Background: an optimization exercise with open tools, aiming at small area, a short achievable clock period and few clock cycles. Do not read the settings as production practice.
Where RTL was checked, it was by simulation tests only, not by an equivalence proof against the original.
Function not checked in run 2: the RTL went through the layout flow alone.
Power and IR drop assume default switching activity.

==> design.v <==
module cfc_ecc_name (
    input  wire [4:0] seg,
    output reg  [4:0] name     
);
    always @(*) begin
        case (seg)
            5'h02: name = 5'd1;    
            5'h03: name = 5'd2;    
            5'h04: name = 5'd3;    
            5'h05: name = 5'd4;    
            5'h06: name = 5'd5;    
            5'h07: name = 5'd6;    
            5'h08: name = 5'd7;    
            5'h09: name = 5'd8;    
            5'h0A: name = 5'd9;    
            5'h0B: name = 5'd10;   
            5'h0C: name = 5'd11;   
            5'h0D: name = 5'd12;   
            5'h0E: name = 5'd13;   
            5'h0F: name = 5'd14;   
            5'h11: name = 5'd15;   
            5'h12: name = 5'd16;   
            5'h13: name = 5'd17;   
            5'h16: name = 5'd18;   
            5'h17: name = 5'd19;   
            5'h18: name = 5'd20;   
            5'h19: name = 5'd21;   
            5'h1A: name = 5'd22;   
            5'h1B: name = 5'd23;   
            5'h1C: name = 5'd24;   
            default: name = 5'd0;  
        endcase
    end
endmodule
module cfc_alc_decode (
    input  wire [4:0] bitno,
    output reg  [1:0] field,   
    output reg  [4:0] idbit    
);
    wire le10 = ~bitno[4] & ~(bitno[3] & (bitno[2] | (bitno[1] & bitno[0])));
    always @(*) begin
        case (bitno)
            5'd11:   field = 2'd1;
            5'd12:   field = 2'd2;
            5'd31:   field = 2'd3;
            default: field = 2'd0;
        endcase
        idbit = ~bitno - (le10 ? 5'd3 : 5'd1);
    end
endmodule
module cfc_classify (
    input  wire [7:0] sr,
    input  wire [7:0] ewlr,
    input  wire [7:0] rxerr,
    input  wire [7:0] txerr,
    output reg  [1:0] cls      
);
    function automatic ge8(input [7:0] a, input [7:0] b);
        integer j;
        reg gt, eq;
        begin
            gt = 1'b0;
            eq = 1'b1;
            for (j = 7; j >= 0; j = j - 1) begin
                gt = gt | (eq & a[j] & ~b[j]);
                eq = eq & ~(a[j] ^ b[j]);
            end
            ge8 = gt | eq;
        end
    endfunction
    always @(*) begin
        if (sr[7] || txerr == 8'd255)
            cls = 2'd3;
        else if (rxerr[7] || txerr[7])
            cls = 2'd2;
        else if (ge8(rxerr, ewlr) || ge8(txerr, ewlr))
            cls = 2'd1;
        else
            cls = 2'd0;
    end
endmodule
module cfc (
    input  wire         clk,
    input  wire         rst,            
    input  wire         cmd_valid,
    output wire         cmd_ready,
    input  wire [7:0]   cmd_word,
    input  wire         cmd_fmt,        
    input  wire [31:0]  cmd_id,         
    input  wire         cmd_rtr,
    input  wire [3:0]   cmd_dlc,
    input  wire [3:0]   cmd_len,
    input  wire [63:0]  cmd_data,
    input  wire [7:0]   cmd_mode,       
    input  wire [103:0] cmd_image,      
    input  wire [7:0]   cmd_byte,       
    input  wire [31:0]  cmd_cls,        
    input  wire [7:0]   cmd_index,      
    output wire         rsp_valid,
    output wire [3:0]   rsp_result,
    output wire         rsp_frame_some,
    output wire         rsp_fmt,
    output wire [28:0]  rsp_id,
    output wire         rsp_rtr,
    output wire [3:0]   rsp_dlc,
    output reg  [63:0]  rsp_data,
    output wire [103:0] rsp_image,
    output reg  [12:0]  rsp_image_wr,
    output wire [11:0]  rsp_status,
    output wire [7:0]   rsp_mode,
    output wire         rsp_ecc_cap_some,
    output wire [7:0]   rsp_ecc_cap,
    output wire         rsp_alc_cap_some,
    output wire [7:0]   rsp_alc_cap,
    output wire [1:0]   rsp_ecc_errc,
    output wire         rsp_ecc_dir,
    output wire [4:0]   rsp_ecc_seg,
    output wire [4:0]   rsp_ecc_name,
    output wire [4:0]   rsp_alc_bitno,
    output wire [1:0]   rsp_alc_field,
    output wire [4:0]   rsp_alc_idbit,
    output wire [1:0]   rsp_cls,
    output wire [7:0]   rsp_byte,
    output wire         ev_valid,
    output reg  [1:0]   ev_kind,        
    output wire [11:0]  ev_status,
    output wire         ev_completed,
    output wire         cs,
    output wire         bus_req,
    output reg          bus_we,
    output reg  [6:0]   bus_addr,
    output reg  [7:0]   bus_wdata,
    input  wire         bus_ready,
    input  wire [7:0]   bus_rdata,
    input  wire         bus_noresp,
    output wire         reset_pulse
);
    localparam [3:0] OP_TRANSMIT    = 4'h1,
                     OP_TRANSMIT_SS = 4'h2,
                     OP_ABORT       = 4'h3,
                     OP_TRY_RECEIVE = 4'h4,
                     OP_HANDLE_INT  = 4'h5,
                     OP_SET_MODE    = 4'h6,
                     OP_ACK_EVENTS  = 4'h7,
                     OP_READ_STATUS = 4'h8,
                     OP_RESET       = 4'h9,
                     OP_ENCODE      = 4'hA,
                     OP_DECODE      = 4'hB,
                     OP_DECODE_ECC  = 4'hC,
                     OP_DECODE_ALC  = 4'hD,
                     OP_CLASSIFY    = 4'hE,
                     OP_TX_READBACK = 4'hF;
    localparam [2:0] R_OK              = 3'd0,
                     R_TRANSMIT_BUSY   = 3'd1,
                     R_DEV_NOT_RESP    = 3'd2,
                     R_BUS_OFF         = 3'd3,
                     R_NOT_OPERATING   = 3'd4,
                     R_INVALID_FRAME   = 3'd5,
                     R_ILLEGAL_COMMAND = 3'd6,
                     R_INVALID_OPERAND = 3'd7;
    localparam [1:0] CLS_ACTIVE = 2'd0, CLS_WARNING = 2'd1,
                     CLS_PASSIVE = 2'd2, CLS_BUS_OFF = 2'd3;
    localparam [1:0] EV_STATUS = 2'd0, EV_FRAME = 2'd1,
                     EV_TXDONE = 2'd2, EV_WAKE  = 2'd3;
    localparam [4:0] P_TX_BUF   = 5'd0,
                     P_TX_CMD   = 5'd1,
                     P_ABORT    = 5'd2,
                     P_READBACK = 5'd3,
                     P_RX_SR    = 5'd4,
                     P_RX_BUF   = 5'd5,
                     P_RX_RMC   = 5'd6,
                     P_RX_RRB   = 5'd7,
                     P_RX_CDO   = 5'd8,
                     P_HI_IR    = 5'd9,
                     P_HI_ECC   = 5'd10,
                     P_HI_ALC   = 5'd11,
                     P_HI_SR    = 5'd12,
                     P_HI_EWLR  = 5'd13,
                     P_HI_RXERR = 5'd14,
                     P_HI_TXERR = 5'd15,
                     P_HI_TI    = 5'd16;
    reg        initialized, msg_waiting, bus_on, tx_busy, err_warning;
    reg        data_overrun, err_passive, arb_lost, bus_error;
    reg [1:0]  bus_class;
    reg        mode_rm, mode_lom, mode_stm, mode_sm;
    reg        ecc_valid, alc_valid;
    reg [7:0]  ecc_cap, alc_cap;
    reg        dev_fault;
    wire [11:0] status_word = {dev_fault, bus_class, bus_error, arb_lost,
                               err_passive, data_overrun, err_warning,
                               tx_busy, bus_on, msg_waiting, initialized};
    wire [7:0]  mode_byte = {3'b000, mode_sm, 1'b0, mode_stm, mode_lom, mode_rm};
    reg        acc;             
    reg        evph;            
    reg [4:0]  phase;
    reg        op_ss;           
    reg [2:0]  res;             
    reg        fsome;           
    reg        img_fmt, img_rtr;
    reg [3:0]  img_dlc;
    reg [95:0] img_b;
    wire [103:0] img = {img_b, img_fmt, img_rtr, 2'b00, img_dlc};
    reg [7:0]  byte_q;          
    reg [1:0]  cls_q;
    reg        ir_alc, ir_cls, ir_ri, ir_ti;    
    reg        sr7_q, rxp_q, rxw_q;             
    reg        rmc_q;                           
    reg        done_bit;
    reg        chg;             
    reg        pd_done, pd_wake, pd_frame;      
    reg        rp, rpw;         
    wire [3:0] k = bus_addr[3:0];
    wire [3:0] k_inc = {k[3] ^ (k[2] & k[1] & k[0]), k[2] ^ (k[1] & k[0]),
                        k[1] ^ k[0], ~k[0]};
    wire multi = (pd_done & (pd_wake | pd_frame | chg)) |
                 (pd_wake & (pd_frame | chg)) | (pd_frame & chg);
    wire last  = ~multi & ~rpw;
    reg        busy1;           
    reg        one_ev;          
    reg        rsp_ok;          
    reg        ev_any;          
    reg [1:0]  ev_kind_q;
    assign cmd_ready   = ~busy1 & ~(one_ev & chg);
    assign rsp_valid   = rsp_ok & ~(one_ev & chg);
    assign rsp_result  = {1'b0, res};
    assign ev_valid    = ev_any | (evph & chg);
    always @(*) ev_kind = ev_kind_q;
    assign ev_status    = status_word;
    assign ev_completed = done_bit;
    assign reset_pulse  = rp;
    assign cs           = acc;
    assign bus_req      = acc;
    wire [7:0] b1 = img_b[7:0];
    wire [7:0] b2 = img_b[15:8];
    wire [7:0] b3 = img_b[23:16];
    wire [7:0] b4 = img_b[31:24];
    assign rsp_frame_some = fsome;
    assign rsp_fmt  = img_fmt;
    assign rsp_rtr  = img_rtr;
    assign rsp_dlc  = img_dlc;
    assign rsp_id   = {b1, b2, b3, b4[7:3]};
    integer i;
    always @(*) rsp_data = img_b[95:32];
    assign rsp_image = img;
    wire [3:0] ndata = img_rtr ? 4'd0 : img_dlc;
    reg  [7:0] dth;             
    always @(*) begin
        dth[0] = |ndata;
        dth[1] = ndata[3] | ndata[2] | ndata[1];
        dth[2] = ndata[3] | ndata[2] | (ndata[1] & ndata[0]);
        dth[3] = ndata[3] | ndata[2];
        dth[4] = ndata[3] | (ndata[2] & (ndata[1] | ndata[0]));
        dth[5] = ndata[3] | (ndata[2] & ndata[1]);
        dth[6] = ndata[3] | (ndata[2] & ndata[1] & ndata[0]);
        dth[7] = ndata[3];
    end
    reg  [3:0] nbm1;
    always @(*) begin
        nbm1 = 4'd0;
        for (i = 0; i < 9; i = i + 1)
            if (ndata == i)
                nbm1 = img_fmt ? i + 4 : i + 2;
    end
    wire last_byte = (k != 4'd0) && (k == nbm1);
    assign rsp_status       = status_word;
    assign rsp_mode         = mode_byte;
    assign rsp_ecc_cap_some = ecc_valid;
    assign rsp_ecc_cap      = ecc_cap;
    assign rsp_alc_cap_some = alc_valid;
    assign rsp_alc_cap      = alc_cap;
    assign rsp_ecc_errc  = byte_q[7:6];
    assign rsp_ecc_dir   = byte_q[5];
    assign rsp_ecc_seg   = byte_q[4:0];
    assign rsp_alc_bitno = byte_q[4:0];
    wire [4:0] ecc_name_d, alc_idbit_d;
    wire [1:0] alc_field_d;
    cfc_ecc_name u_ecc (.seg(cmd_byte[4:0]), .name(ecc_name_d));
    cfc_alc_decode u_alc (.bitno(cmd_byte[4:0]), .field(alc_field_d), .idbit(alc_idbit_d));
    reg  [4:0] ecc_name_q, alc_idbit_q;
    reg  [1:0] alc_field_q;
    always @(posedge clk) begin
        ecc_name_q  <= ecc_name_d;
        alc_field_q <= alc_field_d;
        alc_idbit_q <= alc_idbit_d;
    end
    assign rsp_ecc_name  = ecc_name_q;
    wire [3:0] c_ndata = cmd_rtr ? 4'd0 : cmd_dlc;
    reg  [7:0] cth;
    reg  [12:3] wr_d;
    reg  [12:3] wr_q;
    always @(*) begin
        cth[0] = |c_ndata;
        cth[1] = c_ndata[3] | c_ndata[2] | c_ndata[1];
        cth[2] = c_ndata[3] | c_ndata[2] | (c_ndata[1] & c_ndata[0]);
        cth[3] = c_ndata[3] | c_ndata[2];
        cth[4] = c_ndata[3] | (c_ndata[2] & (c_ndata[1] | c_ndata[0]));
        cth[5] = c_ndata[3] | (c_ndata[2] & c_ndata[1]);
        cth[6] = c_ndata[3] | (c_ndata[2] & c_ndata[1] & c_ndata[0]);
        cth[7] = c_ndata[3];
        wr_d[3]  = cmd_fmt | cth[0];
        wr_d[4]  = cmd_fmt | cth[1];
        for (i = 5; i < 11; i = i + 1)
            wr_d[i] = cmd_fmt ? cth[i-5] : cth[i-3];
        wr_d[11] = cmd_fmt & cth[6];
        wr_d[12] = cmd_fmt & cth[7];
    end
    always @(posedge clk) wr_q <= wr_d;
    always @(*) rsp_image_wr = {wr_q, 3'b111};
    assign rsp_alc_field = alc_field_q;
    assign rsp_alc_idbit = alc_idbit_q;
    assign rsp_cls  = cls_q;
    assign rsp_byte = byte_q;
    wire       acpt  = cmd_valid & cmd_ready;
    wire [3:0] cw    = cmd_word[3:0];
    wire       legal = (cmd_word[7:4] == 4'h0) && (cw != 4'h0);
    wire       sel_img = cmd_word[3] & cmd_word[0];
    wire idx_big = (|cmd_index[7:4]) | (cmd_index[3] & cmd_index[2] & (cmd_index[1] | cmd_index[0]));
    wire wf = (cmd_fmt ? (cmd_id[31:29] == 3'd0) : (cmd_id[31:11] == 21'd0)) &
              (~cmd_dlc[3] | (cmd_dlc[2:0] == 3'd0)) &
              (cmd_rtr ? (cmd_len == 4'd0) : (cmd_len == cmd_dlc));
    reg [95:0] enc_b;
    always @(*) begin
        if (cmd_fmt) begin
            enc_b[7:0]   = cmd_id[28:21];
            enc_b[15:8]  = cmd_id[20:13];
            enc_b[23:16] = cmd_id[12:5];
            enc_b[31:24] = {cmd_id[4:0], 3'b000};
            enc_b[95:32] = cmd_data;
        end else begin
            enc_b[7:0]   = cmd_id[10:3];
            enc_b[15:8]  = {cmd_id[2:0], 5'b00000};
            enc_b[79:16] = cmd_data;
            enc_b[95:80] = cmd_data[63:48];
        end
    end
    function [3:0] clamp8(input [3:0] d);
        clamp8 = (d[3] & (|d[2:0])) ? 4'd8 : d;
    endfunction
    wire [1:0] cmd_class;
    cfc_classify u_cls_cmd (
        .sr(cmd_cls[7:0]), .ewlr(cmd_cls[15:8]), .rxerr(cmd_cls[23:16]),
        .txerr(cmd_cls[31:24]), .cls(cmd_class)
    );
    function automatic ge8(input [7:0] a, input [7:0] b);
        integer j;
        reg gt, eq;
        begin
            gt = 1'b0;
            eq = 1'b1;
            for (j = 7; j >= 0; j = j - 1) begin
                gt = gt | (eq & a[j] & ~b[j]);
                eq = eq & ~(a[j] ^ b[j]);
            end
            ge8 = gt | eq;
        end
    endfunction
    wire       ge_ewlr = ge8(bus_rdata, byte_q);
    wire       tx_bo = sr7_q | (bus_rdata == 8'd255);
    wire       tx_ps = rxp_q | bus_rdata[7];
    wire       tx_wn = rxw_q | ge_ewlr;
    wire [1:0] int_class = tx_bo ? CLS_BUS_OFF : tx_ps ? CLS_PASSIVE :
                           tx_wn ? CLS_WARNING : CLS_ACTIVE;
    reg        initialized_n, msg_waiting_n, bus_on_n, tx_busy_n, err_warning_n;
    reg        data_overrun_n, err_passive_n, arb_lost_n, bus_error_n;
    reg [1:0]  bus_class_n;
    reg        mode_rm_n, mode_lom_n, mode_stm_n, mode_sm_n;
    reg        ecc_valid_n, alc_valid_n, dev_fault_n;
    reg [7:0]  ecc_cap_n, alc_cap_n;
    reg        acc_n, evph_n, op_ss_n, fsome_n;
    reg [4:0]  phase_n;
    reg [2:0]  res_n;
    reg        img_fmt_n, img_rtr_n;
    reg [3:0]  img_dlc_n;
    reg [7:0]  byte_q_n;
    reg [1:0]  cls_q_n;
    reg        ir_alc_n, ir_cls_n, ir_ri_n, ir_ti_n;
    reg        sr7_q_n, rxp_q_n, rxw_q_n, rmc_q_n, done_bit_n;
    reg        chg_n, pd_done_n, pd_wake_n, pd_frame_n, rp_n, rpw_n;
    reg        bus_we_n;
    reg [6:0]  bus_addr_n;
    reg [7:0]  bus_wdata_n;
    reg        no_chg;         
    reg        do_apply;       
    reg        chg_m;          
    wire [10:0] status_n = {bus_class_n, bus_error_n, arb_lost_n,
                            err_passive_n, data_overrun_n, err_warning_n,
                            tx_busy_n, bus_on_n, msg_waiting_n, initialized_n};
    wire [7:0] ci1 = cmd_image[15:8];
    wire [7:0] ci2 = cmd_image[23:16];
    reg  [95:0] dec_b;
    always @(*) begin
        if (cmd_image[7])
            dec_b = cmd_image[103:8];
        else begin
            dec_b[7:0]   = 8'd0;
            dec_b[15:8]  = 8'd0;
            dec_b[23:16] = {2'b00, ci1[7:2]};
            dec_b[31:24] = {ci1[1:0], ci2[7:5], 3'b000};
            dec_b[95:32] = cmd_image[87:24];
        end
    end
    wire rx_wr = acc & bus_ready & (phase == P_RX_BUF);
    wire tx_sh = acc & bus_ready & (phase == P_TX_BUF);
    reg  [95:0] img_rx;         
    reg  [95:0] img_rx_en;      
    always @(*) begin
        img_rx    = {12{bus_rdata}};
        img_rx_en = 96'd0;
        if (img_fmt) begin
            for (i = 1; i < 13; i = i + 1)
                if (k == i)
                    img_rx_en[8*(i-1) +: 8] = 8'hFF;
        end else begin
            img_rx[23:0]  = {2'b00, bus_rdata[7:2], 16'd0};
            img_rx[31:24] = {bus_rdata[1:0], bus_rdata[7:5], 3'b000};
            if (k == 4'd1)
                img_rx_en[31:0] = 32'hC0FF_FFFF;
            if (k == 4'd2)
                img_rx_en[31:24] = 8'h38;
            for (i = 5; i < 13; i = i + 1)
                if (k == i - 2)
                    img_rx_en[8*(i-1) +: 8] = 8'hFF;
        end
    end
    always @(posedge clk) begin
        for (i = 0; i < 96; i = i + 1) begin
            if (cmd_ready)
                img_b[i] <= sel_img ? dec_b[i] : enc_b[i];
            else if (tx_sh && i < 88)
                img_b[i] <= img_b[i+8];
            else if (rx_wr & img_rx_en[i])
                img_b[i] <= img_rx[i];
        end
    end
    wire [7:0]   img_next = img_b[7:0];
    task automatic go_phase(input [4:0] p, input we, input [6:0] a, input [7:0] d);
        begin
            phase_n     = p;
            bus_we_n    = we;
            bus_addr_n  = a;
            bus_wdata_n = d;
        end
    endtask
    task automatic end_access;
        begin
            acc_n  = 1'b0;
            evph_n = 1'b1;
        end
    endtask
    task automatic hi_after_cls(input ri, input ti);
        begin
            if (ri)
                msg_waiting_n = 1'b1;
            if (ti)
                go_phase(P_HI_TI, 1'b0, 7'd2, 8'd0);
            else
                end_access;
        end
    endtask
    task automatic hi_after_ecc(input alc, input cls, input ri, input ti);
        begin
            if (alc) begin
                arb_lost_n = 1'b1;
                go_phase(P_HI_ALC, 1'b0, 7'd11, 8'd0);
            end else if (cls)
                go_phase(P_HI_SR, 1'b0, 7'd2, 8'd0);
            else
                hi_after_cls(ri, ti);
        end
    endtask
    task automatic clear_state;
        begin
            initialized_n  = 1'b0;
            msg_waiting_n  = 1'b0;
            bus_on_n       = 1'b0;
            tx_busy_n      = 1'b0;
            err_warning_n  = 1'b0;
            data_overrun_n = 1'b0;
            err_passive_n  = 1'b0;
            arb_lost_n     = 1'b0;
            bus_error_n    = 1'b0;
            bus_class_n    = CLS_ACTIVE;
            mode_rm_n      = 1'b1;
            mode_lom_n     = 1'b0;
            mode_stm_n     = 1'b0;
            mode_sm_n      = 1'b0;
            ecc_valid_n    = 1'b0;
            alc_valid_n    = 1'b0;
            dev_fault_n    = 1'b0;
        end
    endtask
    always @(*) begin
        initialized_n  = initialized;
        msg_waiting_n  = msg_waiting;
        bus_on_n       = bus_on;
        tx_busy_n      = tx_busy;
        err_warning_n  = err_warning;
        data_overrun_n = data_overrun;
        err_passive_n  = err_passive;
        arb_lost_n     = arb_lost;
        bus_error_n    = bus_error;
        bus_class_n    = bus_class;
        mode_rm_n      = mode_rm;
        mode_lom_n     = mode_lom;
        mode_stm_n     = mode_stm;
        mode_sm_n      = mode_sm;
        ecc_valid_n    = ecc_valid;
        alc_valid_n    = alc_valid;
        dev_fault_n    = dev_fault;
        ecc_cap_n      = ecc_cap;
        alc_cap_n      = alc_cap;
        acc_n          = acc;
        evph_n         = evph;
        op_ss_n        = op_ss;
        fsome_n        = fsome;
        phase_n        = phase;
        res_n          = res;
        img_fmt_n      = img_fmt;
        img_rtr_n      = img_rtr;
        img_dlc_n      = img_dlc;
        byte_q_n       = byte_q;
        cls_q_n        = cls_q;
        ir_alc_n       = ir_alc;
        ir_cls_n       = ir_cls;
        ir_ri_n        = ir_ri;
        ir_ti_n        = ir_ti;
        sr7_q_n        = sr7_q;
        rxp_q_n        = rxp_q;
        rxw_q_n        = rxw_q;
        rmc_q_n        = rmc_q;
        done_bit_n     = done_bit;
        chg_n          = chg;
        pd_done_n      = pd_done;
        pd_wake_n      = pd_wake;
        pd_frame_n     = pd_frame;
        rp_n           = 1'b0;
        rpw_n          = rpw;
        bus_we_n       = bus_we;
        bus_addr_n     = bus_addr;
        bus_wdata_n    = bus_wdata;
        no_chg         = 1'b0;
        do_apply       = 1'b0;
        if (evph) begin
            if (rpw) begin
                rpw_n = 1'b0;
                rp_n  = 1'b1;
            end else if (pd_done)
                pd_done_n = 1'b0;
            else if (pd_wake)
                pd_wake_n = 1'b0;
            else if (pd_frame)
                pd_frame_n = 1'b0;
            else
                chg_n = 1'b0;
            if (last)
                evph_n = 1'b0;
        end
        if (cmd_ready) begin
            if (sel_img) begin
                img_fmt_n = cmd_image[7];
                img_rtr_n = cmd_image[6];
                img_dlc_n = clamp8(cmd_image[3:0]);
            end else begin
                img_fmt_n = cmd_fmt;
                img_rtr_n = cmd_rtr;
                img_dlc_n = cmd_dlc;
            end
            byte_q_n = cmd_byte;
            cls_q_n  = cmd_class;
            op_ss_n  = (cw == OP_TRANSMIT_SS);
            fsome_n  = sel_img;
            case (cw)
                OP_ABORT:       go_phase(P_ABORT,    1'b1, 7'd1, 8'h02);
                OP_TRY_RECEIVE: go_phase(P_RX_SR,    1'b0, 7'd2, 8'h00);
                OP_HANDLE_INT:  go_phase(P_HI_IR,    1'b0, 7'd3, 8'h00);
                OP_TX_READBACK: go_phase(P_READBACK, 1'b0, {3'b110, cmd_index[3:0]}, 8'h00);
                default:        go_phase(P_TX_BUF,   1'b1, 7'd16,
                                         {cmd_fmt, cmd_rtr, 2'b00, cmd_dlc});
            endcase
            res_n = R_OK;
            if (!legal) begin
                res_n = R_ILLEGAL_COMMAND;
            end else begin
                case (cw)
                OP_TRANSMIT, OP_TRANSMIT_SS: begin
                    if (dev_fault)
                        res_n = R_DEV_NOT_RESP;
                    else if (!wf)
                        res_n = R_INVALID_FRAME;
                    else if (bus_class == CLS_BUS_OFF)
                        res_n = R_BUS_OFF;
                    else if (mode_rm || mode_lom || mode_sm)
                        res_n = R_NOT_OPERATING;
                    else if (tx_busy)
                        res_n = R_TRANSMIT_BUSY;
                end
                OP_ABORT, OP_HANDLE_INT: begin
                    if (dev_fault)
                        res_n = R_DEV_NOT_RESP;
                end
                OP_TRY_RECEIVE: begin
                    if (dev_fault)
                        res_n = R_DEV_NOT_RESP;
                    else if (mode_rm)
                        res_n = R_NOT_OPERATING;
                end
                OP_SET_MODE: begin
                    if (dev_fault)
                        res_n = R_DEV_NOT_RESP;
                    else if (cmd_mode[7:5] != 3'b000)
                        res_n = R_INVALID_OPERAND;
                end
                OP_ENCODE: begin
                    if (!wf)
                        res_n = R_INVALID_FRAME;
                end
                OP_TX_READBACK: begin
                    if (dev_fault)
                        res_n = R_DEV_NOT_RESP;
                    else if (idx_big)
                        res_n = R_INVALID_OPERAND;
                end
                default: ;
                endcase
            end
        end
        if (acpt) begin
            chg_n      = 1'b0;
            pd_done_n  = 1'b0;
            pd_wake_n  = 1'b0;
            pd_frame_n = 1'b0;
            rpw_n      = 1'b0;
            acc_n      = 1'b0;
            evph_n     = 1'b1;
            if (legal) begin
                case (cw)
                OP_TRANSMIT, OP_TRANSMIT_SS: begin
                    if (!dev_fault && wf && bus_class != CLS_BUS_OFF &&
                        !mode_rm && !mode_lom && !mode_sm && !tx_busy) begin
                        acc_n  = 1'b1;
                        evph_n = 1'b0;
                    end
                end
                OP_ABORT: begin
                    if (!dev_fault && tx_busy) begin
                        acc_n  = 1'b1;
                        evph_n = 1'b0;
                    end
                end
                OP_TRY_RECEIVE: begin
                    if (!dev_fault && !mode_rm) begin
                        acc_n  = 1'b1;
                        evph_n = 1'b0;
                    end
                end
                OP_HANDLE_INT: begin
                    if (!dev_fault) begin
                        acc_n  = 1'b1;
                        evph_n = 1'b0;
                    end
                end
                OP_SET_MODE: begin
                    if (!dev_fault && cmd_mode[7:5] == 3'b000) begin
                        mode_rm_n  = cmd_mode[0];
                        mode_lom_n = cmd_mode[1];
                        mode_stm_n = cmd_mode[2];
                        mode_sm_n  = cmd_mode[4];
                        tx_busy_n  = 1'b0;
                        if (!cmd_mode[0]) begin
                            initialized_n = 1'b1;
                            bus_on_n      = 1'b1;
                            if (bus_class == CLS_BUS_OFF)
                                bus_class_n = CLS_ACTIVE;
                        end else begin
                            bus_on_n = 1'b0;
                        end
                    end
                end
                OP_ACK_EVENTS: begin
                    arb_lost_n  = 1'b0;
                    bus_error_n = 1'b0;
                end
                OP_RESET: begin
                    clear_state;
                    no_chg = 1'b1;
                    if (rp)
                        rpw_n = 1'b1;
                    else
                        rp_n  = 1'b1;
                end
                OP_TX_READBACK: begin
                    if (!dev_fault && !idx_big) begin
                        acc_n  = 1'b1;
                        evph_n = 1'b0;
                    end
                end
                default: ;
                endcase
            end
        end else if (acc && bus_ready) begin
            if (bus_noresp) begin
                dev_fault_n = 1'b1;
                res_n       = R_DEV_NOT_RESP;
                pd_done_n   = 1'b0;
                pd_wake_n   = 1'b0;
                pd_frame_n  = 1'b0;
                end_access;
            end else begin
                case (phase)
                P_TX_BUF: begin
                    if (last_byte) begin
                        tx_busy_n = 1'b1;
                        go_phase(P_TX_CMD, 1'b1, 7'd1,
                                 {3'b000, mode_stm, 2'b00, op_ss, ~mode_stm});
                    end else begin
                        bus_addr_n  = {3'b001, k_inc};
                        bus_wdata_n = img_next;
                    end
                end
                P_TX_CMD, P_ABORT: end_access;
                P_READBACK: begin
                    byte_q_n = bus_rdata;
                    end_access;
                end
                P_RX_SR: begin
                    if (!bus_rdata[0]) begin
                        msg_waiting_n = 1'b0;
                        end_access;
                    end else begin
                        fsome_n = 1'b1;
                        go_phase(P_RX_BUF, 1'b0, 7'd16, 8'h00);
                    end
                end
                P_RX_BUF: begin
                    if (k == 4'd0) begin
                        img_fmt_n = bus_rdata[7];
                        img_rtr_n = bus_rdata[6];
                        img_dlc_n = clamp8(bus_rdata[3:0]);
                    end
                    if (last_byte)
                        go_phase(P_RX_RMC, 1'b0, 7'd29, 8'h00);
                    else
                        bus_addr_n = {3'b001, k_inc};
                end
                P_RX_RMC: begin
                    rmc_q_n = |bus_rdata[4:1];
                    go_phase(P_RX_RRB, 1'b1, 7'd1, 8'h04);
                end
                P_RX_RRB: begin
                    msg_waiting_n = rmc_q;
                    pd_frame_n    = 1'b1;
                    if (data_overrun)
                        go_phase(P_RX_CDO, 1'b1, 7'd1, 8'h08);
                    else
                        end_access;
                end
                P_RX_CDO: begin
                    data_overrun_n = 1'b0;
                    end_access;
                end
                P_HI_IR: begin
                    ir_alc_n  = bus_rdata[6];
                    ir_cls_n  = bus_rdata[5] | bus_rdata[2];
                    ir_ri_n   = bus_rdata[0];
                    ir_ti_n   = bus_rdata[1];
                    pd_wake_n = bus_rdata[4];
                    if (bus_rdata[3])
                        data_overrun_n = 1'b1;
                    if (bus_rdata[7]) begin
                        bus_error_n = 1'b1;
                        go_phase(P_HI_ECC, 1'b0, 7'd12, 8'h00);
                    end else
                        hi_after_ecc(bus_rdata[6], bus_rdata[5] | bus_rdata[2],
                                     bus_rdata[0], bus_rdata[1]);
                end
                P_HI_ECC: begin
                    ecc_cap_n   = bus_rdata;
                    ecc_valid_n = 1'b1;
                    hi_after_ecc(ir_alc, ir_cls, ir_ri, ir_ti);
                end
                P_HI_ALC: begin
                    alc_cap_n   = bus_rdata;
                    alc_valid_n = 1'b1;
                    if (ir_cls)
                        go_phase(P_HI_SR, 1'b0, 7'd2, 8'h00);
                    else
                        hi_after_cls(ir_ri, ir_ti);
                end
                P_HI_SR: begin
                    sr7_q_n = bus_rdata[7];
                    go_phase(P_HI_EWLR, 1'b0, 7'd13, 8'h00);
                end
                P_HI_EWLR: begin
                    byte_q_n = bus_rdata;
                    go_phase(P_HI_RXERR, 1'b0, 7'd14, 8'h00);
                end
                P_HI_RXERR: begin
                    rxp_q_n = bus_rdata[7];
                    rxw_q_n = ge_ewlr;
                    go_phase(P_HI_TXERR, 1'b0, 7'd15, 8'h00);
                end
                P_HI_TXERR: begin
                    do_apply = 1'b1;
                    hi_after_cls(ir_ri, ir_ti);
                end
                P_HI_TI: begin
                    tx_busy_n  = 1'b0;
                    done_bit_n = bus_rdata[3];
                    pd_done_n  = 1'b1;
                    end_access;
                end
                default: end_access;
                endcase
            end
        end
        chg_m = chg_n | (!no_chg && (status_n != status_word[10:0]));
    end
    reg  [1:0] bus_class_f;
    reg        bus_on_f, err_warning_f, err_passive_f, mode_rm_f;
    always @(*) begin
        bus_class_f   = bus_class_n;
        bus_on_f      = bus_on_n;
        err_warning_f = err_warning_n;
        err_passive_f = err_passive_n;
        mode_rm_f     = mode_rm_n;
        if (do_apply) begin
            if (int_class == CLS_BUS_OFF) begin
                bus_class_f   = CLS_BUS_OFF;
                bus_on_f      = 1'b0;
                err_warning_f = 1'b0;
                err_passive_f = 1'b0;
                mode_rm_f     = 1'b1;
            end else if (bus_class != CLS_BUS_OFF) begin
                bus_class_f   = int_class;
                err_warning_f = (int_class == CLS_WARNING);
                err_passive_f = (int_class == CLS_PASSIVE);
            end
        end
    end
    wire not_bo = (bus_class != CLS_BUS_OFF);
    wire chg_bo = not_bo | bus_on | err_warning | err_passive;
    wire chg_ps = not_bo & ((bus_class != CLS_PASSIVE) | err_warning | ~err_passive);
    wire chg_wn = not_bo & ((bus_class != CLS_WARNING) | ~err_warning | err_passive);
    wire chg_ac = not_bo & ((bus_class != CLS_ACTIVE) | err_warning | err_passive);
    wire chg_cls = tx_bo ? chg_bo : tx_ps ? chg_ps : tx_wn ? chg_wn : chg_ac;
    wire chg_f = chg_m | (do_apply & chg_cls);
    wire ev_ge1 = pd_done_n | pd_wake_n | pd_frame_n;
    wire ev_ge2 = (pd_done_n & (pd_wake_n | pd_frame_n)) | (pd_wake_n & pd_frame_n);
    always @(posedge clk) begin
        if (rst) begin
            busy1  <= 1'b0;
            one_ev <= 1'b0;
            rsp_ok <= 1'b0;
            ev_any <= 1'b0;
        end else begin
            busy1  <= acc_n | (evph_n & (ev_ge2 | rpw_n));
            one_ev <= evph_n & ev_ge1 & ~ev_ge2 & ~rpw_n;
            rsp_ok <= evph_n & ~ev_ge2 & ~rpw_n;
            ev_any <= evph_n & ev_ge1;
        end
        if (pd_done_n)       ev_kind_q <= EV_TXDONE;
        else if (pd_wake_n)  ev_kind_q <= EV_WAKE;
        else if (pd_frame_n) ev_kind_q <= EV_FRAME;
        else                 ev_kind_q <= EV_STATUS;
    end
    always @(posedge clk) begin
        if (rst) begin
            initialized  <= 1'b0;
            msg_waiting  <= 1'b0;
            bus_on       <= 1'b0;
            tx_busy      <= 1'b0;
            err_warning  <= 1'b0;
            data_overrun <= 1'b0;
            err_passive  <= 1'b0;
            arb_lost     <= 1'b0;
            bus_error    <= 1'b0;
            bus_class    <= CLS_ACTIVE;
            mode_rm      <= 1'b1;
            mode_lom     <= 1'b0;
            mode_stm     <= 1'b0;
            mode_sm      <= 1'b0;
            ecc_valid    <= 1'b0;
            alc_valid    <= 1'b0;
            dev_fault    <= 1'b0;
            acc          <= 1'b0;
            evph         <= 1'b0;
            chg          <= 1'b0;
            pd_done      <= 1'b0;
            pd_wake      <= 1'b0;
            pd_frame     <= 1'b0;
            rp           <= 1'b0;
            rpw          <= 1'b0;
        end else begin
            initialized  <= initialized_n;
            msg_waiting  <= msg_waiting_n;
            bus_on       <= bus_on_f;
            tx_busy      <= tx_busy_n;
            err_warning  <= err_warning_f;
            data_overrun <= data_overrun_n;
            err_passive  <= err_passive_f;
            arb_lost     <= arb_lost_n;
            bus_error    <= bus_error_n;
            bus_class    <= bus_class_f;
            mode_rm      <= mode_rm_f;
            mode_lom     <= mode_lom_n;
            mode_stm     <= mode_stm_n;
            mode_sm      <= mode_sm_n;
            ecc_valid    <= ecc_valid_n;
            alc_valid    <= alc_valid_n;
            dev_fault    <= dev_fault_n;
            acc          <= acc_n;
            evph         <= evph_n;
            chg          <= chg_f;
            pd_done      <= pd_done_n;
            pd_wake      <= pd_wake_n;
            pd_frame     <= pd_frame_n;
            rp           <= rp_n;
            rpw          <= rpw_n;
        end
        ecc_cap   <= ecc_cap_n;
        alc_cap   <= alc_cap_n;
        op_ss     <= op_ss_n;
        fsome     <= fsome_n;
        phase     <= phase_n;
        res       <= res_n;
        img_fmt   <= img_fmt_n;
        img_rtr   <= img_rtr_n;
        img_dlc   <= img_dlc_n;
        byte_q    <= byte_q_n;
        cls_q     <= cls_q_n;
        ir_alc    <= ir_alc_n;
        ir_cls    <= ir_cls_n;
        ir_ri     <= ir_ri_n;
        ir_ti     <= ir_ti_n;
        sr7_q     <= sr7_q_n;
        rxp_q     <= rxp_q_n;
        rxw_q     <= rxw_q_n;
        rmc_q     <= rmc_q_n;
        done_bit  <= done_bit_n;
        bus_we    <= bus_we_n;
        bus_addr  <= bus_addr_n;
        bus_wdata <= bus_wdata_n;
    end
endmodule
==> flow/run.sh <==
#!/bin/bash
# Layout flow: the standard flow (standard.sh, unchanged synthesis),
# with the port buffers made of sky130_fd_sc_hd__buf_2 cells.
set -o pipefail
export BUFFER_PORTS_ARGS="-buffer_cell sky130_fd_sc_hd__buf_2"
bash standard.sh > standard.log 2>&1
==> standard.sh <==
#!/bin/bash
# synth_recipe.tcl (not shown) runs the flow's synth.tcl, then flattens the netlist and writes it again
# the make line also repeats each setting of config.mk as NAME=value (left out here)
make -C /OpenROAD-flow-scripts/flow DESIGN_CONFIG=/design/flow/config.mk WORK_HOME=/design/flow/orfs CLKGATE_MAP_FILE= SYNTH_SCRIPT=/design/flow/synth_recipe.tcl "${@:-finish}"
==> config.mk <==
export PLATFORM = sky130hd
export DESIGN_NAME = cfc
export DESIGN_NICKNAME = cfc
export VERILOG_FILES = /design/flow/design.v
export SDC_FILE = /design/flow/constraint.sdc
export NUM_CORES = 4
export LEC_CHECK = 0
export ABC_AREA = 1
export CAP_MARGIN = 20
export CORE_MARGIN = 2
export CORE_UTILIZATION = 40
export SETUP_SLACK_MARGIN = 5
export SLEW_MARGIN = 20
==> constraint.sdc <==
create_clock -name core_clock -period 8.0 [get_ports {clk}]
set_input_delay 1.6000 -clock core_clock [delete_from_list [all_inputs] [get_ports {clk}]]
set_output_delay 1.6000 -clock core_clock [all_outputs]
set_load 0.01 [all_outputs]
==> run notes, run 1 <==
maximum vdd drop 0.132 mV; Layout area overhead 26.2%; die span in x 199 µm; power per standard cell area approximately 180 nW/µm²; number of fill cells about 4000; Synth warnings 12; status complete, no violations; Final #Nets 2866; num ports 618; share of layout cells above drive strength 1 between 30% and 40%; drt first pass iters 5; Overflow after GRT 0; I/O Buffers just under 600; CTS Hold Bufs 0; hpwl dp 59.3 mm; starting density of the core 40.5%; Fin. Hold Viols 0; row cnt 71; Startpoint Class input port; post-route insts no fill 3100; Routed WL 78.2 mm; H-tree levels 1; via count about 18000; WS Path Type in -> reg; Clock Latency Late Sink 0.57 ns; multi-input logic area 7480 µm²; Final TNS setup 0 ns; die area between 30000 and 40000 µm²; vias in the first global route 16000; Placer Congestion between 1 and 1.5; CP dominant cell by count buf_12; Synth async-reset ratio 0%; Post-Syn Area ~15000 µm²; drt drc 0; worst-case clock buffer depth 3; post-route cell area 19200 µm²; min Tclk post-route 2.98 ns; post-synth top area share roughly a quarter; CP Data Arrival Time 3.24 ns; Storage cell area 5590 µm²; clk root buf clkbuf_16; Post-Syn Area per Cell 7.19 µm²; min-delay worst type reg -> reg; crit path cell chain buf_2 > nand2_8 > clkinvlp_4 > buf_12 > nor2_4 > buf_12 > inv_1 > o221ai_2 > a32oi_1; Via-to-Cell Ratio 5.73; FF+latch count, synth 217; P_leak 9.00 nW; clk sink count 217; CP Buf/Inv Count 5; actual slew at the worst max-slew pin 0.781 ns; slowest cell on the critical path o221ai_2; reg2reg setup slack 5.11 ns; CP delay by family, top buffers and inverters; Yosys top cell by area edfxtp_1; antenna-violating nets left 0; DIE HEIGHT ~200 µm; commonest cells in the netlist nand2_1, o21ai_0, nor2_1; CTS tree yes; area post-placement between 15000 and 20000 µm²; Max Fclk approximately 340 MHz; Final Cycle Share 37.3%; hold slack 0.460 ns; Mapped Cells 2114; RSZ-0062 raised after global routing true; CTS Buf Count 28; Post-synth top flop edfxtp_1; placed cells 3007; Post-synth EDFFs about 120; global-route wire length before repair 108 mm; post-synthesis sequential area ratio 36.7%; CP max FO 41; Synth cell types 66; Post-Route Utilization 51.1%; initial antenna violation count 5; GRT Overall Usage 37.4%; Relative slew margins a little under half; number of DRC markers in iteration 0 roughly 2000; CP endpoint kind flip-flop; most instantiated library cell after synthesis nand2_1; critical path's largest stage delay 0.29 ns; core area between 30000 and 40000 µm²; top cells by area, synth edfxtp_1, dfxtp_1, nand2_1, buf_4, o21ai_0; largest net degree at the start of global routing 74; Clock Skew 0.0171 ns; routed len/inst approximately 25 µm; Final Max Tran Viols 0; Max-cap violations 0; Setup Viol. Count Final 0; clock slew at reported path FFs 0.06 ns; Critical Path RT ~8.3 ns
where the power goes:
group          internal (mW)  switching [mW]  total (mW)  leakage, nW
clock                  0.773           0.537        1.31        0.456
sequential              1.26           0.100        1.37         2.06
combinational          0.254           0.444       0.698         6.48
kinds of logic (layout without fill, tap and decap cells):
family                   after synthesis  count (layout)  synth area share [%]
AND/OR/NAND/NOR                      824             825                  23.6
AO/OA/AOI/OAI                        586             586                  22.7
other                                  2              11                0.0494
flip-flops                           217             217                  36.7
adder cells (fa/ha/maj)               13              13                  1.12
buffers and inverters                467             932                  15.5
XOR/XNOR                               5               5                 0.288
timing repair:
action / CTS / global route
endpoints found under the setup margin: 266 / 74
resized for setup: 51 / 24
gates cloned: 7 / 2
setup buffers: 12 / 19
pin swaps: 3 / 6
area by class of cell:
type                            instances  area share, %
Clock inverter                          8          0.391
Multi-Input combinational cell       1439           39.0
Timing Repair inverter                  2         0.0913
Timing Repair Buffer                  649           18.8
Sequential cell                       217           29.1
Tap cell                              511           3.33
Antenna cell                            1         0.0130
Clock buffer                           44           4.50
Inverter                              229           4.73
layer usage:
metal	wire length, µm	vias up	GRT usage, %	share of wire [%]
li1	-	8015	-	-
met1	30000	8395	49.1	38
met2	36400	1170	60.7	47
met3	8590	182	7.46	11
met4	3180	6	14.0	4.1
met5	68	-	0	0.087
flip-flops by register name, summed over array words and instances, names as in the netlist, 2 cells and up:
signal and flops:
alc_cap 8, ev_kind_q 2, bus_addr 7, res 3, bus_wdata 8, cls_q 2
img_b 96, ecc_cap 8, bus_class 2, phase 5, byte_q 8, alc_idbit_q 5
alc_field_q 2, wr_q 10, ecc_name_q 5, img_dlc 4
final timing paths:
kind / endpoint / from / cells after the start
setup / recovery: img_b[16]$_DFFE_PP_ / cmd_word[0] / 9
hold / removal: bus_addr[6]$_DFF_P_ / bus_addr[6]$_DFF_P_ / 2
hold reg to reg: bus_addr[6]$_DFF_P_ / bus_addr[6]$_DFF_P_ / 2
setup reg to reg: img_b[27]$_DFFE_PP_ / phase[0]$_DFF_P_ / 11
stage by stage:
stage / worst slack, ns / power (mW)
2_1_floorplan: 4.92 / 1.73
3_3_place_gp: 3.49 / 2.04
3_5_place_dp: 3.51 / 2.04
4_1_cts: 4.83 / 3.35
5_1_grt: 4.91 / 3.47
6_report: 5.02 / 3.37
worst min-delay path, delay by kind of cell, from the launching register on:
family	cells	cell delay, ns
flops	1	0.30
compound gates	1	0.06
simple gates	1	0.06
cell usage in the layout, fill, tap and decap left out, types with 19 or more instances in the layout:
master	n
buf_2	595
nand2_1	400
o21ai_0	214
nor2_1	210
inv_1	200
a21oi_1	150
edfxtp_1	124
dfxtp_1	89
nand3_1	86
a31oi_1	41
buf_4	38
clkbuf_16	33
a211oi_1	29
a32oi_1	27
a22oi_1	26
nand4_1	26
o22ai_1	22
inv_2	19
Testbench counts, summed over its fixed seeds: cycles 93,800.
==> inputs of run 2 (changes only) <==
--- a/design.v
+++ b/design.v
@@ -424,12 +424,12 @@
     end
-    always @(posedge clk) begin
-        for (i = 0; i < 96; i = i + 1) begin
-            if (cmd_ready)
-                img_b[i] <= sel_img ? dec_b[i] : enc_b[i];
-            else if (tx_sh && i < 88)
-                img_b[i] <= img_b[i+8];
-            else if (rx_wr & img_rx_en[i])
-                img_b[i] <= img_rx[i];
-        end
-    end
+    wire        hold_b = ~cmd_ready & ~tx_sh;
+    wire [95:0] cmd_b  = sel_img ? dec_b : enc_b;
+    wire [95:0] sh_b   = {img_b[95:88], img_b[95:8]};
+    wire [95:0] rx_sel = {96{~cmd_ready & ~tx_sh & rx_wr}} & img_rx_en;
+    wire [95:0] img_b_d = ({96{cmd_ready}} & cmd_b) |
+                          ({96{~cmd_ready & tx_sh}} & {img_b[95:88] & {8{1'b0}}, sh_b[87:0]}) |
+                          (rx_sel & img_rx) |
+                          ({96{hold_b}} & ~rx_sel & img_b) |
+                          ({{8{~cmd_ready & tx_sh}}, 88'd0} & img_b);
+    always @(posedge clk) img_b <= img_b_d;
     wire [7:0]   img_next = img_b[7:0];
==> run 2 against run 1 <==
Effect of this change: still clean on timing, DRC and antenna; clock power about the same; clock-buffer cell count down 12; non-clock buffer count up 1; sequential power down 5%; combinational power up 7.2%; first-iteration DRC count down 8.3%; die area down 0.44%; cell count up 6.7%; via count up 6.4%; synthesized cell count up 11%; largest cell class unchanged.
==> run notes, run 2 <==
status complete, no violations; post-synthesis sequential area ratio 30.5%; CTS Buf Count 26; clock slew at reported path FFs 0.06 ns; hpwl dp around 61 mm; Post-Route Utilization 51.2%; DIE HEIGHT 199 µm; Relative slew margins 32.5%; largest reg by FF count img_b; largest net degree at the start of global routing 91; GRT Overall Usage 39.3%; Startpoint Class input port; Layout area overhead 26.7%; Synth warnings 4; drt drc 0; Post-Synth Adder-Cell Area around 1.1%; Crit Reg-Reg Endpoint img_b[88]$_DFF_P_; commonest non-fill, non-tap cell in the layout nand2_1; row cnt 71; top cells by area, synth dfxtp_1, nand2_1, o21ai_0, buf_4, edfxtp_1; post-synth top area share 25.0%; num ports 618; Synth async-reset ratio 0%; Synth Area in Compound Gates 23.2%; power share of the sequential group around two fifths; Post-Syn Area 15100 µm²; Net Switching 1.12 mW; PnR worst setup slack roughly 5.0 ns; Overflow after GRT 0; via count between 15000 and 20000; biggest regs img_b: 96 flops, wr_q: 10 flops; routed len/inst 24.4 µm; power per standard cell area 174 nW/µm²; clk sink count around 220; number of DRC markers in iteration 0 1851; Post-synth EDFFs 28; Placer Congestion 0.971; Fin. Hold Viols 0; Final TNS setup 0 ns; commonest cells in the netlist nand2_1, o21ai_0, inv_1; Mapped Cells 2338; hold_sp evph$_SDFF_PP0_; Post-Syn Area per Cell 6.48 µm²; initial antenna violation count 6; min-delay worst type reg -> reg; starting density of the core 40.4%; min Tclk post-route roughly 3.0 ns; crit path launch cmd_word[3]; post-synthesis xor/xnor area fraction 0.231%; worst-case clock buffer depth 3; Clock Skew 0.0171 ns; post-synthesis simple-gate area fraction between 20 and 30%; antenna-violating nets left 0; Post-synth top flop dfxtp_1; post-synthesis mux area share 0%; Final Cycle Share 37.8%; max FFs per register 96; Clock Latency Late Sink 0.55 ns; most frequent cells in the layout nand2_1, buf_2, o21ai_0; vias in the first global route 17400; H-tree levels 1; Final #Nets 3075; FF+latch count, synth around 220; CP max FO 58; global-route wire length before repair 114 mm; Internal 2.23 mW; die area 39400 µm²; maximum vdd drop 0.130 mV; Clock power frac 38.8%; most instantiated library cell after synthesis nand2_1; WS Path Type in -> reg; clk root buf clkbuf_16; setup slack at placement 3.33 ns; share of layout cells above drive strength 1 29.0%; RSZ-0062 raised after global routing true; R2R Path Start phase[1]$_DFF_P_; CTS Hold Bufs 0; Worst R2R Path Depth 11; Routed WL approximately 80 mm; drt first pass iters 6; CP Data Arrival Time 3.43 ns; core area about 37000 µm²; CTS tree yes; combinational power share 22.4%; reg2reg setup slack 5.14 ns; hold slack 0.471 ns; actual slew at the worst max-slew pin 1.01 ns; die span in x 199 µm; Yosys top cell by area dfxtp_1; Critical Path RT 8.41 ns; Synth cell types 55; I/O Buffers 597; Max-cap violations 0; Setup Viol. Count Final 0; Final Max Tran Viols 0; P_leak 9.12 nW; Net Sw Frac 33.3%; Tot Pwr 3.35 mW; crit path to img_b[25]$_DFF_P_; main combinational cell family by area after synthesis simple AND/OR/NAND/NOR gates; CP endpoint kind flip-flop; Via-to-Cell Ratio 5.72; Max Fclk roughly 330 MHz
[run 2: cell count changes after synthesis, sizes merged, moves of 38 or more]
cell	previous run	this run
edfxtp	124	28
nand3	92	144
dfxtp	93	189
nand2	418	622
nor2	246	208
o2111ai	1	87
[run 2: how the worst min path moves through the flow]
stage                                 to  cells past startpoint
after floorplan            rp$_SDFF_PP0_                      2
after global placement    res[1]$_DFF_P_                      2
after detailed placement  res[1]$_DFF_P_                      2
after CTS                  rp$_SDFF_PP0_                      2
after global routing       fsome$_DFF_P_                      2
final                      rp$_SDFF_PP0_                      2
[run 2: layout make-up]
| cell class | count | area, µm² |
|---|---|---|
| diodes | 3 | 7.51 |
| clock buffers | 32 | 736 |
| clock inverters | 15 | 186 |
| fillers | 3979 | 18300 |
| inverters | 234 | 938 |
| multi-input cells | 1646 | 8500 |
| flip-flops and latches | 217 | 4630 |
| well taps | 511 | 639 |
| repair buffers | 650 | 3560 |
[run 2: stage by stage]
stage	std cells	area, µm²
5_1_grt	3305	19200
4_1_cts	3293	18900
3_3_place_gp	3217	17500
2_1_floorplan	2346	15200
6_report	3308	19200
3_5_place_dp	3217	17500
[run 2: critical path: stages]
cell and delay, ns:
buf_2 0.16, nand2_2 0.15, clkbuf_8 0.45, nor2_4 0.11, clkinvlp_4 0.12, buf_4 0.13
buf_4 0.12, nor2_1 0.03, o21ai_0 0.32, o2111ai_1 0.15
[run 2: timing repair]
item | 4_1_cts | 5_1_grt
pin swaps | 4 | 15
setup endpoints to repair | 161 | 88
cloned | 4 | 0
resized for setup | 61 | 55
setup buffers | 25 | 12
[run 2: power by group through the flow]
stage / sequential, mW / combinational [mW] / clock, mW
floorplan: 1.29 / 0.395 / 0
global placement: 1.32 / 0.701 / 0
detailed placement: 1.32 / 0.702 / 0
CTS: 1.30 / 0.723 / 1.30
global route: 1.30 / 0.806 / 1.34
finish: 1.30 / 0.748 / 1.30
[run 2: kinds of logic (layout without fill, tap and decap cells)]
family / after synthesis / after routing
xor gates and xnor gates: 4 / 4
other: 2 / 13
DFF: 217 / 217
and+or+nand+nor: 1051 / 1051
AOI/OAI and AO/OA: 567 / 568
adders and majority gates: 13 / 13
buffers and inverters: 484 / 931
[run 2: layer usage]
metal,track usage (%),part of all wire (%),vias up
li1,-,-,8666
met1,51.7,40,8882
met2,62.8,45,1185
met3,8.29,11,170
met4,15.5,4.4,4
met5,0,0.033,-

-- port drivers added, routing unchanged --
In the flow no input, the clock included, has a driving cell. The finished layouts below were timed again as built, in two steps.
Step 1 assumes that a clkbuf_16 drives the clock port and a buf_2 every other input.
Step 2 times the ports against the registers' clock, not the clock port: input delays grow and output delays shrink by t, the midpoint of the rising clock arrivals with the driver on.
a / b / c = ideal / step 1 / step 2; a / b = the first two.
| run | t, ns | slack for setup (ns) | latest minus earliest clock arrival (ns) |
|---|---|---|---|
| run 1 | 0.613 | 5.016 / 4.960 / 4.431 | 0.018 / 0.018 |
| run 2 | 0.605 | 4.974 / 4.950 / 4.408 | 0.017 / 0.018 |
After both steps setup and hold are still met in every run listed. The setup slack of run 1, which loses most, moves by -0.056 ns with the drivers and by -0.585 ns with both steps.
